Source: an optimization exercise on an open RTL-to-GDS flow (aim: small area). Production flows keep margins and buffers that such runs may drop.
Where RTL was checked, it was by simulation tests only, not by an equivalence proof against the original.
No driver is modelled on the clock port, so clock power and skew are understated where the tree is cut down; a real chip needs a root buffer or a tree.
No activity file was given, so power comes from the tool's default toggle rates.

==> flow/design.v (excerpt) <==
module bitpack_codec (
    input  wire       clk,
    input  wire       rst,
    input  wire       enc_in_valid,
    output wire       enc_in_ready,
    input  wire       enc_in_end,
    input  wire [7:0] enc_in_data,
    output wire       enc_out_valid,
    input  wire       enc_out_ready,
    output wire [7:0] enc_out_data,
    output wire       enc_done,
    output wire       enc_collision,
    input  wire       dec_in_valid,
    output wire       dec_in_ready,
    input  wire       dec_in_eof,
    input  wire [7:0] dec_in_data,
    output wire       dec_out_valid,
    input  wire       dec_out_ready,
    output wire [7:0] dec_out_data,
    output wire       dec_done,
    output wire [2:0] dec_status
);
Settings: LEC_CHECK=0, CAP_MARGIN=20, CORE_MARGIN=2, CORE_UTILIZATION=40, SLEW_MARGIN=20; clock period 6.0 ns.
standard.sh (not shown) runs the stock make flow with config.mk's settings and CLKGATE_MAP_FILE= SYNTH_SCRIPT=/design/flow/synth_recipe.tcl, a recipe that flattens the netlist after the stock synthesis.
==> flow/flow/run.sh <==
#!/bin/bash
# Own layout flow: the standard synthesis, then the combinational logic
# between the (unchanged) registers is re-mapped by ABC for area; the rest is
# the standard ORFS flow with buf_1 port buffers and a clock tree built
# without dummy loads. Each tool's output goes to a log in this folder.
set -euo pipefail
HERE=$(pwd)
LIB=$FLOW_HOME/platforms/sky130hd/lib/sky130_fd_sc_hd__tt_025C_1v80.lib
YOSYS=$FLOW_HOME/../tools/install/yosys/bin/yosys
R=$HERE/orfs/results/sky130hd/bitpack_codec/base

export BUFFER_PORTS_ARGS="-buffer_cell sky130_fd_sc_hd__buf_1"
export CTS_ARGS="-sink_clustering_enable -repair_clock_nets -dont_use_dummy_load -buf_list {sky130_fd_sc_hd__clkbuf_8 sky130_fd_sc_hd__clkbuf_4}"

bash standard.sh synth > synth.log 2>&1

cp $R/1_2_yosys.v $HERE/std_synth.v
DU=""
for c in $(grep -o 'sky130_fd_sc_hd__\(lpflow\|probe\)[a-z0-9_]*' $FLOW_HOME/platforms/sky130hd/config.mk | sort -u); do
  DU="$DU -dont_use $c"
done
SEQ=$(grep -o '^ *sky130_fd_sc_hd__[a-z0-9_]*' std_synth.v | sort -u | grep -E '__(dfxtp|edfxtp|dfrtp|dfstp|dfbbp|dfxbp|dfrbp|dfsbp|sdf|sedf|dlx|dlr)' | tr '\n' ' ')
cat > remap.ys <<EOS
read_liberty -ignore_miss_func $LIB
read_verilog $HERE/std_synth.v
hierarchy -top $FLOW_TOP
setattr -mod -set keep_hierarchy 1 $SEQ
flatten
opt_clean -purge
abc -liberty $LIB $DU -script $HERE/flow/area.abc
opt_clean -purge
hierarchy -top $FLOW_TOP
blackbox $SEQ
rename -hide w:_*_.*
opt_clean -purge
rename -enumerate
stat -liberty $LIB
write_verilog -noattr -nohex -nodec $HERE/remap_synth.v
EOS
$YOSYS -s remap.ys > remap.log 2>&1
cp $HERE/remap_synth.v $R/1_2_yosys.v

bash standard.sh finish > finish.log 2>&1
==> flow/flow/area.abc <==
strash
dch -f
map -a
mfs2
strash
dch -f
map -a
topo
Edit:
==> flow/flow/run.sh (replaced) <==
#!/bin/bash
# Standard layout, with smaller port buffers and a clock tree without dummy loads.
export BUFFER_PORTS_ARGS="-buffer_cell sky130_fd_sc_hd__buf_1"
export CTS_ARGS="-sink_clustering_enable -repair_clock_nets -dont_use_dummy_load -buf_list {sky130_fd_sc_hd__clkbuf_8 sky130_fd_sc_hd__clkbuf_4}"
bash standard.sh finish > standard.log 2>&1
removed: flow/flow/area.abc
Result: Critical path depth shrinks by 6. Clock power grows by a few percent. Non-clock buffer count grows by 2. Cell area grows by roughly a tenth. Global-route usage shrinks by 2.7 points. Utilization shrinks by 1.6 points. Routed wire length grows by a little under a tenth. Power grows by a quarter to a third.
Edit:
==> flow/run.sh (new file) <==
#!/bin/bash
# synth_recipe.tcl (not shown) runs the flow's synth.tcl, then flattens the netlist and writes it again
# the make line also repeats each setting of config.mk as NAME=value (left out here)
make -C /OpenROAD-flow-scripts/flow DESIGN_CONFIG=/design/flow/config.mk WORK_HOME=/design/flow/orfs CLKGATE_MAP_FILE= SYNTH_SCRIPT=/design/flow/synth_recipe.tcl finish
--- a/flow/config.mk
+++ b/flow/config.mk
@@ -9,3 +9,4 @@
 export CORE_MARGIN = 2
 export CORE_UTILIZATION = 40
+export CTS_BUF_LIST = sky130_fd_sc_hd__clkbuf_8
 export SLEW_MARGIN = 20
removed: flow/flow/run.sh
removed: flow/standard.sh
Effect: Via count goes up by 0.71%; setup slack gets worse by 0.37 ns; area after synthesis is unchanged; global-route usage goes down by 0.22 points; maximum frequency goes down by 6.5%; flip-flop and latch count stays the same; critical path depth does not change; die area is unchanged; non-clock buffer count goes up by 2; combinational power goes up by about 9%; power goes up by 11%.
Edit:
--- a/flow/config.mk
+++ b/flow/config.mk
@@ -9,4 +9,3 @@
 export CORE_MARGIN = 2
 export CORE_UTILIZATION = 40
-export CTS_BUF_LIST = sky130_fd_sc_hd__clkbuf_8
 export SLEW_MARGIN = 20
Result: The changed run completed without violations. Non-clock buffer count does not change. Via count hardly moves. Routed wire length went down slightly. Sequential share of layout area drops by 0.61 points. Count of clock-buffer cells in the layout is unchanged. Final area grows slightly. Cell count is unchanged. Power came out higher by a few percent. Sequential power is about the same. Worst setup slack gets better by 0.012 ns.

* * *

gamma:
bitpack_codec again, from the RTL that the note above started with.
export LEC_CHECK = 0
export CAP_MARGIN = 20
export CORE_MARGIN = 2
export CORE_UTILIZATION = 40
export SLEW_MARGIN = 20
create_clock -name core_clock -period 6.0 [get_ports {clk}]
==> flow/flow/run.sh <==
#!/bin/bash
# Own layout flow: the standard synthesis, then the combinational logic
# between the (unchanged) registers is re-synthesised by ABC for area
# (&deepsyn with several seeds, the smallest mapped netlist kept); the rest
# is the standard ORFS flow with buf_1 port buffers and a clock tree built
# without dummy loads. Each tool's output goes to a log in this folder.
set -euo pipefail
HERE=$(pwd)
LIB=$FLOW_HOME/platforms/sky130hd/lib/sky130_fd_sc_hd__tt_025C_1v80.lib
YOSYS=$FLOW_HOME/../tools/install/yosys/bin/yosys
R=$HERE/orfs/results/sky130hd/bitpack_codec/base
CTS_SIZE=${CTS_SIZE:-36}
CTS_DIAM=${CTS_DIAM:-100}

export BUFFER_PORTS_ARGS="-buffer_cell sky130_fd_sc_hd__buf_1"
export CTS_ARGS="-sink_clustering_enable -repair_clock_nets -dont_use_dummy_load -sink_clustering_size $CTS_SIZE -sink_clustering_max_diameter $CTS_DIAM -buf_list {sky130_fd_sc_hd__clkbuf_8 sky130_fd_sc_hd__clkbuf_16}"

bash standard.sh synth > synth.log 2>&1

cp $R/1_2_yosys.v $HERE/std_synth.v
DU=""
for c in $(grep -o 'sky130_fd_sc_hd__\(lpflow\|probe\)[a-z0-9_]*' $FLOW_HOME/platforms/sky130hd/config.mk | sort -u); do
  DU="$DU -dont_use $c"
done
SEQ=$(grep -o '^ *sky130_fd_sc_hd__[a-z0-9_]*' std_synth.v | sort -u | grep -E '__(dfxtp|edfxtp|dfrtp|dfstp|dfbbp|dfxbp|dfrbp|dfsbp|sdf|sedf|dlx|dlr)' | tr '\n' ' ')
NSEQ=$(grep -cE '^ *sky130_fd_sc_hd__(dfxtp|edfxtp|dfrtp|dfstp|dfbbp|dfxbp|dfrbp|dfsbp|sdf|sedf|dlx|dlr)' std_synth.v)

remap() {  # remap TAG ABC_SCRIPT_LINES
  local t=$1; shift
  printf '%s\n' "$@" > abc_$t.script
  cat > remap_$t.ys <<EOS
read_liberty -ignore_miss_func $LIB
read_verilog $HERE/std_synth.v
hierarchy -top $FLOW_TOP
setattr -mod -set keep_hierarchy 1 $SEQ
flatten
opt_clean -purge
abc -liberty $LIB $DU -script $HERE/abc_$t.script
opt_clean -purge
hierarchy -top $FLOW_TOP
blackbox $SEQ
rename -hide w:_*_.*
opt_clean -purge
rename -enumerate
tee -o $HERE/area_$t.txt stat -liberty $LIB
write_verilog -noattr -nohex -nodec $HERE/remap_$t.v
EOS
  timeout 900 $YOSYS -s remap_$t.ys > remap_$t.log 2>&1 || true
}

remap base strash 'dch -f' 'map -a' mfs2 strash 'dch -f' 'map -a' topo &
for s in 0 1 2; do
  remap s$s strash '&get -n' "&deepsyn -J 50 -T 400 -S $s" '&put' 'dch -f' 'map -a' topo &
done
wait
for s in 3 4 5 6; do
  remap s$s strash '&get -n' "&deepsyn -J 50 -T 400 -S $s" '&put' 'dch -f' 'map -a' topo &
done
wait

# Keep the smallest netlist that has every register and some logic.
best=""; besta=""
for t in base s0 s1 s2 s3 s4 s5 s6; do
  [[ -f remap_$t.v && -f area_$t.txt ]] || continue
  a=$(grep -E 'Chip area for (top )?module' area_$t.txt | tail -1 | awk '{print $NF}')
  s=$(grep -E 'of which used for sequential' area_$t.txt | tail -1 | awk '{print $(NF-1)}')
  n=$(grep -cE '^ *sky130_fd_sc_hd__(dfxtp|edfxtp|dfrtp|dfstp|dfbbp|dfxbp|dfrbp|dfsbp|sdf|sedf|dlx|dlr)' remap_$t.v || true)
  echo "$t area=$a seq=$s flops=$n" >> choice.log
  [[ "$n" == "$NSEQ" ]] || continue
  awk -v a="$a" -v s="$s" 'BEGIN{exit !(a - s > 0.25 * s)}' || continue
  if [[ -z "$best" ]] || awk -v a="$a" -v b="$besta" 'BEGIN{exit !(a < b)}'; then best=$t; besta=$a; fi
done
echo "chosen: ${best:-standard}" >> choice.log
if [[ -n "$best" ]]; then cp remap_$best.v $R/1_2_yosys.v; fi

bash standard.sh finish > finish.log 2>&1
gamma finished end to end and its layout was clean on timing, DRC and antenna.
Modified inputs, delta compared to gamma
diff --git a/flow/flow/run.sh b/flow/flow/run.sh
--- a/flow/flow/run.sh
+++ b/flow/flow/run.sh
@@ -12,2 +12,2 @@
-CTS_SIZE=${CTS_SIZE:-36}
-CTS_DIAM=${CTS_DIAM:-100}
+CTS_SIZE=${CTS_SIZE:-80}
+CTS_DIAM=${CTS_DIAM:-500}
Results
delta: full flow OK, the timing, design-rule and antenna checks passed
As far as critical path depth goes, delta and gamma are indistinguishable; the numbers are identical.
Routed length on met1: gamma vs delta identical
gamma and delta ended up with roughly the same area of the multi-input gates.
Cell count across delta and gamma: no real change.
Comparing delta against gamma, there is no change at all in final wirelength.
As far as number of cells after detailed placement goes, delta and gamma are indistinguishable; the numbers are identical.

* * *

## run A
bitpack_codec, a different RTL version from the one above (not shown whole).
Size in the first run: roughly 50 I/O pins, about 0.0035 sq mm of cells after synthesis.
==> flow/design.v (excerpt) <==
module bitpack_codec (
    input  wire       clk,
    input  wire       rst,
    input  wire       enc_in_valid,
    output wire       enc_in_ready,
    input  wire       enc_in_end,
    input  wire [7:0] enc_in_data,
    output wire       enc_out_valid,
    input  wire       enc_out_ready,
    output wire [7:0] enc_out_data,
    output wire       enc_done,
    output wire       enc_collision,
    input  wire       dec_in_valid,
    output wire       dec_in_ready,
    input  wire       dec_in_eof,
    input  wire [7:0] dec_in_data,
    output wire       dec_out_valid,
    input  wire       dec_out_ready,
    output wire [7:0] dec_out_data,
    output wire       dec_done,
    output wire [2:0] dec_status
);
    compression_encoder_fsm u_enc (
        .clk(clk), .rst(rst),
        .in_valid(enc_in_valid), .in_ready(enc_in_ready),
        .in_end(enc_in_end), .in_data(enc_in_data),
        .out_valid(enc_out_valid), .out_ready(enc_out_ready),
        .out_data(enc_out_data),
        .enc_done(enc_done), .enc_collision(enc_collision)
    );
    compression_decoder_fsm u_dec (
  ...
Settings: LEC_CHECK=0, CAP_MARGIN=20, CORE_MARGIN=2, CORE_UTILIZATION=65, SLEW_MARGIN=20; clock period 6.0 ns.
==> flow/flow/run.sh <==
#!/bin/bash
# Own layout flow: the standard synthesis, then the combinational logic
# between the (unchanged) registers is re-synthesised by ABC for area
# (&deepsyn with several seeds, the smallest mapped netlist kept); the rest
# is the standard ORFS flow with buf_1 port buffers, except the clock tree:
# mcts.tcl has the clock port drive a few clock buffers, each feeding the
# flip-flops of one region. Each tool's output goes to a log in this folder.
set -euo pipefail
HERE=$(pwd)
LIB=$FLOW_HOME/platforms/sky130hd/lib/sky130_fd_sc_hd__tt_025C_1v80.lib
YOSYS=$FLOW_HOME/../tools/install/yosys/bin/yosys
R=$HERE/orfs/results/sky130hd/bitpack_codec/base

export BUFFER_PORTS_ARGS="-buffer_cell sky130_fd_sc_hd__buf_1"

bash standard.sh synth > synth.log 2>&1

cp $R/1_2_yosys.v $HERE/std_synth.v
DU=""
for c in $(grep -o 'sky130_fd_sc_hd__\(lpflow\|probe\)[a-z0-9_]*' $FLOW_HOME/platforms/sky130hd/config.mk | sort -u); do
  DU="$DU -dont_use $c"
done
SEQ=$(grep -o '^ *sky130_fd_sc_hd__[a-z0-9_]*' std_synth.v | sort -u | grep -E '__(dfxtp|edfxtp|dfrtp|dfstp|dfbbp|dfxbp|dfrbp|dfsbp|sdf|sedf|dlx|dlr)' | tr '\n' ' ')
NSEQ=$(grep -cE '^ *sky130_fd_sc_hd__(dfxtp|edfxtp|dfrtp|dfstp|dfbbp|dfxbp|dfrbp|dfsbp|sdf|sedf|dlx|dlr)' std_synth.v)

remap() {  # remap TAG ABC_SCRIPT_LINES
  local t=$1; shift
  printf '%s\n' "$@" > abc_$t.script
  cat > remap_$t.ys <<EOS
read_liberty -ignore_miss_func $LIB
read_verilog $HERE/std_synth.v
hierarchy -top $FLOW_TOP
setattr -mod -set keep_hierarchy 1 $SEQ
flatten
opt_clean -purge
abc -liberty $LIB $DU -script $HERE/abc_$t.script
opt_clean -purge
hierarchy -top $FLOW_TOP
blackbox $SEQ
rename -hide w:_*_.*
opt_clean -purge
rename -enumerate
tee -o $HERE/area_$t.txt stat -liberty $LIB
write_verilog -noattr -nohex -nodec $HERE/remap_$t.v
EOS
  timeout 900 $YOSYS -s remap_$t.ys > remap_$t.log 2>&1 || true
}

remap base strash 'dch -f' 'map -a' mfs2 strash 'dch -f' 'map -a' topo &
for s in 0 1 2; do
  remap s$s strash '&get -n' "&deepsyn -J 50 -T 400 -S $s" '&put' 'dch -f' 'map -a' topo &
done
wait
for s in 3 4 5 6; do
  remap s$s strash '&get -n' "&deepsyn -J 50 -T 400 -S $s" '&put' 'dch -f' 'map -a' topo &
done
wait

# Keep the smallest netlist that has every register and some logic.
best=""; besta=""
for t in base s0 s1 s2 s3 s4 s5 s6; do
  [[ -f remap_$t.v && -f area_$t.txt ]] || continue
  a=$(grep -E 'Chip area for (top )?module' area_$t.txt | tail -1 | awk '{print $NF}')
  s=$(grep -E 'of which used for sequential' area_$t.txt | tail -1 | awk '{print $(NF-1)}')
  n=$(grep -cE '^ *sky130_fd_sc_hd__(dfxtp|edfxtp|dfrtp|dfstp|dfbbp|dfxbp|dfrbp|dfsbp|sdf|sedf|dlx|dlr)' remap_$t.v || true)
  echo "$t area=$a seq=$s flops=$n" >> choice.log
  [[ "$n" == "$NSEQ" ]] || continue
  awk -v a="$a" -v s="$s" 'BEGIN{exit !(a - s > 0.25 * s)}' || continue
  if [[ -z "$best" ]] || awk -v a="$a" -v b="$besta" 'BEGIN{exit !(a < b)}'; then best=$t; besta=$a; fi
done
echo "chosen: ${best:-standard}" >> choice.log
if [[ -n "$best" ]]; then cp remap_$best.v $R/1_2_yosys.v; fi

bash standard.sh place > place.log 2>&1
MCTS_PLATFORM_DIR=$FLOW_HOME/platforms/sky130hd MCTS_IN_ODB=$R/3_place.odb MCTS_IN_SDC=$R/3_place.sdc \
MCTS_OUT_ODB=$R/4_1_cts.odb MCTS_OUT_SDC=$R/4_cts.sdc MCTS_NBUF=4 MCTS_NX=2 MCTS_BUF=sky130_fd_sc_hd__clkbuf_16 \
  $FLOW_HOME/../tools/install/OpenROAD/bin/openroad -exit $HERE/flow/mcts.tcl > mcts.log 2>&1
bash standard.sh finish > finish.log 2>&1
==> flow/flow/mcts.tcl <==
# Clock tree: the clock port drives MCTS_NBUF clock buffers, each driving
# the flip-flops of one region of the placement (MCTS_NX columns, each split
# into rows by y), the buffer placed at the centre of its flip-flops.
set P $::env(MCTS_PLATFORM_DIR)
read_liberty $P/lib/sky130_fd_sc_hd__tt_025C_1v80.lib
read_db $::env(MCTS_IN_ODB)
read_sdc $::env(MCTS_IN_SDC)
source $P/setRC.tcl
set nbuf $::env(MCTS_NBUF)
set bufm $::env(MCTS_BUF)
set block [ord::get_db_block]
set db [ord::get_db]
set clk [$block findNet clk]
set sinks {}
foreach it [$clk getITerms] {
  lappend sinks $it
}
# sort sinks by x of their instance
set keyed {}
foreach it $sinks {
  set inst [$it getInst]
  set loc [$inst getLocation]
  lappend keyed [list [lindex $loc 0] [lindex $loc 1] $it]
}
# split into nbuf groups: by x into nx columns, each column by y into ny rows
set nx $::env(MCTS_NX)
set ny [expr {$nbuf / $nx}]
set keyed [lsort -integer -index 0 $keyed]
set n [llength $keyed]
set groups {}
for {set c 0} {$c < $nx} {incr c} {
  set col [lrange $keyed [expr {$c * $n / $nx}] [expr {($c + 1) * $n / $nx - 1}]]
  set col [lsort -integer -index 1 $col]
  set m [llength $col]
  for {set r 0} {$r < $ny} {incr r} {
    lappend groups [lrange $col [expr {$r * $m / $ny}] [expr {($r + 1) * $m / $ny - 1}]]
  }
}
set master [$db findMaster $bufm]
set b 0
foreach group $groups {
  set net [odb::dbNet_create $block "clknet_$b"]
  $net setSigType CLOCK
  set inst [odb::dbInst_create $block $master "clkbuf_$b"]
  set sx 0; set sy 0
  foreach g $group {
    set it [lindex $g 2]
    $it disconnect
    $it connect $net
    set sx [expr {$sx + [lindex $g 0]}]
    set sy [expr {$sy + [lindex $g 1]}]
  }
  set cnt [llength $group]
  $inst setLocation [expr {$sx / $cnt}] [expr {$sy / $cnt}]
  $inst setPlacementStatus PLACED
  [$inst findITerm A] connect $clk
  [$inst findITerm X] connect $net
  incr b
}
$clk setSigType CLOCK
detailed_placement
check_placement -verbose
set_propagated_clock [all_clocks]
estimate_parasitics -placement
report_clock_skew
set worst 0
foreach pin [get_pins -hierarchical */CLK] { set s [get_property $pin slew_max]; if {$s > $worst} {set worst $s} }
puts "WORST_CLK_SLEW $worst"
report_worst_slack -max
report_worst_slack -min
write_db $::env(MCTS_OUT_ODB)
write_sdc -no_timestamp $::env(MCTS_OUT_SDC)
The following lists how run B was set up differently from run A:
diff --git a/flow/flow/run.sh b/flow/flow/run.sh
--- a/flow/flow/run.sh
+++ b/flow/flow/run.sh
@@ -76 +76 @@
-MCTS_OUT_ODB=$R/4_1_cts.odb MCTS_OUT_SDC=$R/4_cts.sdc MCTS_NBUF=4 MCTS_NX=2 MCTS_BUF=sky130_fd_sc_hd__clkbuf_16 \
+MCTS_OUT_ODB=$R/4_1_cts.odb MCTS_OUT_SDC=$R/4_cts.sdc MCTS_NBUF=4 MCTS_NX=2 MCTS_BUF=sky130_fd_sc_hd__clkbuf_8 \
### Flow results
From run A to run B the numbers moved as follows: delay contributed by the slowest stage of the critical path saw little to no change, clock power went down. The final reports for run B and run A show final instance area lower in the former.
Function was not checked in any run of this note: the RTL went through the layout flow alone. No run of this note takes its clock network from TritonCTS; it comes from the design's own scripts or RTL.

==> re-timing with driven ports <==
The flow's constraints put no driver on any port. The routed layouts listed below were extracted and timed again, unchanged, in two steps. Step 1: set_driving_cell puts a clkbuf_16 on clk and a buf_2 on each other input, an assumption about the parent block. Step 2 also shifts input and output timing later by t, the mid clock arrival at the registers, as if the neighbouring blocks saw the same clock. Three values: ideal, step 1, step 2; two values: the first two.
run	t, ns	setup WS [ns]	worst setup path at the end	worst data-port slew with drivers (ns)
the first run of note 1	0.379	0.501 / 0.482 / 0.472	input to register	0.03
the second run of note 1	0.377	0.661 / 0.632 / 0.632	input to output	0.04
the third run of note 1	0.411	0.293 / 0.270 / 0.270	input to output	0.03
the fourth run of note 1	0.378	0.304 / 0.281 / 0.281	input to output	0.03
gamma	0.366	0.741 / 0.716 / 0.716	input to output	0.03
delta	0.366	0.741 / 0.716 / 0.716	input to output	0.03
run A	0.215	1.597 / 1.573 / 1.573	input to output	0.03
run B	0.224	1.613 / 1.590 / 1.590	input to output	0.03
After both steps every run listed still meets setup and hold.
